Source: an optimization exercise on an open RTL-to-GDS flow (aim: small area, a short achievable clock period and few clock cycles). Production flows keep margins and buffers that such runs may drop.
Only simulation tests tie the RTL to the original design; equivalence was not proved.
No activity file was given, so power comes from the tool's default toggle rates.

wip/onyx:
==> flow/design.v (excerpt) <==
module mini_aes_core (
    input  wire        clk,
    input  wire        rst,           
    input  wire        bus_we,
    input  wire [9:0]  bus_addr,
    input  wire [15:0] bus_wdata,
    output reg  [15:0] bus_rdata,
    input  wire [15:0] rng            
);
    localparam DEPTH = 32;
    localparam [3:0] ERR_NONE    = 4'd0;
    localparam [3:0] ERR_ALIGN   = 4'd2;
    localparam [3:0] ERR_ILLEGAL = 4'd3;
    localparam [3:0] OP_NOP    = 4'h0, OP_GFMUL  = 4'h1, OP_SUBNIB = 4'h2,
                     OP_ISUB   = 4'h3, OP_SHROWS = 4'h4, OP_MIXCOL = 4'h5,
                     OP_IMIX   = 4'h6, OP_ADDRK  = 4'h7, OP_KEYEXP = 4'h8,
                     OP_ENC    = 4'h9, OP_DEC    = 4'hA, OP_ECBENC = 4'hB,
                     OP_ECBDEC = 4'hC, OP_CBCENC = 4'hD, OP_CBCDEC = 4'hE;
    function [3:0] sbox;
        input [3:0] x;
        reg [15:0] m;
        integer j;
        begin
            for (j = 0; j < 16; j = j + 1) m[j] = (x == j);
            sbox[0] = m[2] | m[3] | m[5] | m[6] | m[8] | m[12] | m[13] | m[15];
            sbox[1] = m[0] | m[4] | m[5] | m[6] | m[8] | m[9] | m[10] | m[15];
            sbox[2] = m[0] | m[1] | m[2] | m[5] | m[10] | m[11] | m[12] | m[15];
            sbox[3] = m[0] | m[2] | m[5] | m[6] | m[7] | m[9] | m[11] | m[13];
        end
    endfunction
    function [3:0] inv_sbox;
        input [3:0] x;
        reg [15:0] m;
        integer j;
        begin
            for (j = 0; j < 16; j = j + 1) m[j] = (x == j);
            inv_sbox[0] = m[1] | m[4] | m[7] | m[8] | m[9] | m[10] | m[12] | m[15];
            inv_sbox[1] = m[0] | m[1] | m[6] | m[7] | m[8] | m[11] | m[12] | m[13];
  ...
clock: 6.0 ns
lec_check: 0
abc_area: 1
cap_margin: 20
core_margin: 2
core_utilization: 56
setup_slack_margin: 3.8
slew_margin: 20
synth_memory_max_bits: 4096
tns_end_percent: 5
run.sh (not shown) runs the stock make flow with config.mk's settings and CLKGATE_MAP_FILE= SYNTH_SCRIPT=/design/flow/synth_recipe.tcl, a recipe that flattens the netlist after the stock synthesis.
Testbench counts of wip/onyx, summed over its fixed seeds: cycles 14,684.
Here is what was changed in the inputs of wip/nickel compared with wip/onyx.
Settings: CORE_UTILIZATION now 62, was 56.
==> comparison <==
- Compared with wip/onyx, wip/nickel shows a lower share of cells above drive strength 1.
- For wip/nickel, the first element of the critical path was bus_addr[1], unlike wip/onyx, where it was bus_addr[2].
- For wip/nickel, the critical path capture point was a_q[6]$_DFFE_PP_, unlike wip/onyx, where it was bus_rdata[2]$_DFF_P_.
- Of the two values seen for critical path's slowest cell, o2111ai_1 was produced by wip/onyx and nand4_1 by wip/nickel.
- Comparing wip/nickel and wip/onyx, the lower detailed route wirelength on metal2 is on wip/nickel.
- Global-route track usage on met3, wip/nickel and wip/onyx: larger value in wip/nickel
What wip/violet does differently from wip/nickel at the input level:
Settings: CORE_UTILIZATION: 62 -> 50.
Notes after the runs:
Looking at total power draw, wip/violet sits 470 µW higher than wip/nickel does. On portion of the clock cycle consumed by the worst path in the final layout: between wip/violet and wip/nickel, it ends up lower for wip/violet. wip/nickel -> wip/violet: clock-net power increased by a few percent. Run comparison: wip/nickel critical setup path kind input port to flip-flop; wip/violet critical setup path kind flip-flop to flip-flop. Any difference in DRC violation count after routing between wip/nickel and wip/violet is small enough to ignore. Every stage of the flow completed for wip/violet, and the final layout passed the timing, design-rule and antenna checks. From wip/nickel to wip/violet the numbers moved as follows: pin slew with the least headroom to its limit -0.038 ns; area added between synthesis and finish went up by 4.4 points. wip/nickel ended up with nand4_1 as its slowest library cell on the worst path; wip/violet ended up with dfxtp_4.

== the previous run ==
Another version of the RTL of mini_aes_core (not shown whole).
Size in the first run: ~4800 cells after synthesis, roughly 1300 flip-flops, about 61 I/O pins, ~0.060 mm2 of cells after synthesis.
## mini_aes_core
module mini_aes_core (
    input  wire        clk,
    input  wire        rst,           
    input  wire        bus_we,
    input  wire [9:0]  bus_addr,
    input  wire [15:0] bus_wdata,
    output reg  [15:0] bus_rdata,
    input  wire [15:0] rng            
);
clock: 6.0 ns
lec_check: 0
cap_margin: 20
core_margin: 2
core_utilization: 55
setup_slack_margin: 3.8
slew_margin: 20
synth_memory_max_bits: 4096
tns_end_percent: 10
The final layout from the previous run, which completed every stage, passed the timing, design-rule and antenna checks at the end of the flow.
Testbench counts of the previous run, summed over its fixed seeds: cycles 14,446.
The following lists how the current run was set up differently from the previous run:
==> flow/config.mk <==
export PLATFORM = sky130hd
export DESIGN_NAME = mini_aes_core
export DESIGN_NICKNAME = mini_aes_core
export VERILOG_FILES = /design/flow/design.v
export SDC_FILE = /design/flow/constraint.sdc
export NUM_CORES = 4
export LEC_CHECK = 0
export ABC_AREA = 1
export CAP_MARGIN = 20
export CORE_MARGIN = 2
export CORE_UTILIZATION = 62
export SETUP_SLACK_MARGIN = 3.8
export SLEW_MARGIN = 20
export SYNTH_MEMORY_MAX_BITS = 4096
export TNS_END_PERCENT = 5
Results
- The current run: aborted in 5_1_grt (tool error)
- Of the previous run and the current run, the previous run shows the higher cell row count, with the current run below it.
- Synthesized area per cell, the previous run and the current run, lower one = the current run.
- The current run vs the previous run: starting utilization of the core area up in the current run
- Detailed placement HPWL was lower in the previous run than in the current run.
- The current run gives less sequential element share of the synthesized area than the previous run did.
- On last weighted congestion value of the routability-driven placer: between the previous run and the current run, it ends up higher for the current run.
- Proportion of synthesized area in mux cells was lower in the current run than in the previous run.
- Note that the synthesized instance count recorded for the previous run amounts to 0.72 times the value seen in the current run.
- Summary — summed instance area of the synthesized netlist, the current run relative to the previous run: higher, by 5.7%.
- The current run vs the previous run, post-CTS setup-driven buffer insertion count went up by about 7%.

[port drivers added, routing unchanged]
Ports are ideal in the flow. The routed layouts listed here were re-timed in OpenROAD.
Step 1 (the two cells are an assumption about what drives the block):
set clk [get_ports {clk}]
set_driving_cell -lib_cell sky130_fd_sc_hd__clkbuf_16 $clk
set_driving_cell -lib_cell sky130_fd_sc_hd__buf_2 [delete_from_list [all_inputs] $clk]
Step 2, shift: input delay + t, output delay - t, t = (earliest + latest rising clock arrival at the registers) / 2. This alone moves slack from input paths to output paths.
Slacks: ideal / step 1 / step 2; pairs: ideal / step 1.
run | t (ns) | setup WS [ns] | worst slew at a driven data input, ns
wip/onyx | 0.853 | 2.931 / 2.940 / 2.088 | 0.15
wip/nickel | 0.873 | 2.396 / 2.375 / 1.502 | 0.10
wip/violet | 0.887 | 3.053 / 3.053 / 2.215 | 0.16
the previous run | 0.850 | 2.816 / 2.759 / 1.909 | 0.20
After both steps setup and hold are still met in every run listed. For the previous run, which loses most, drivers alone change the setup slack by -0.057 ns; drivers and shift together by -0.907 ns.
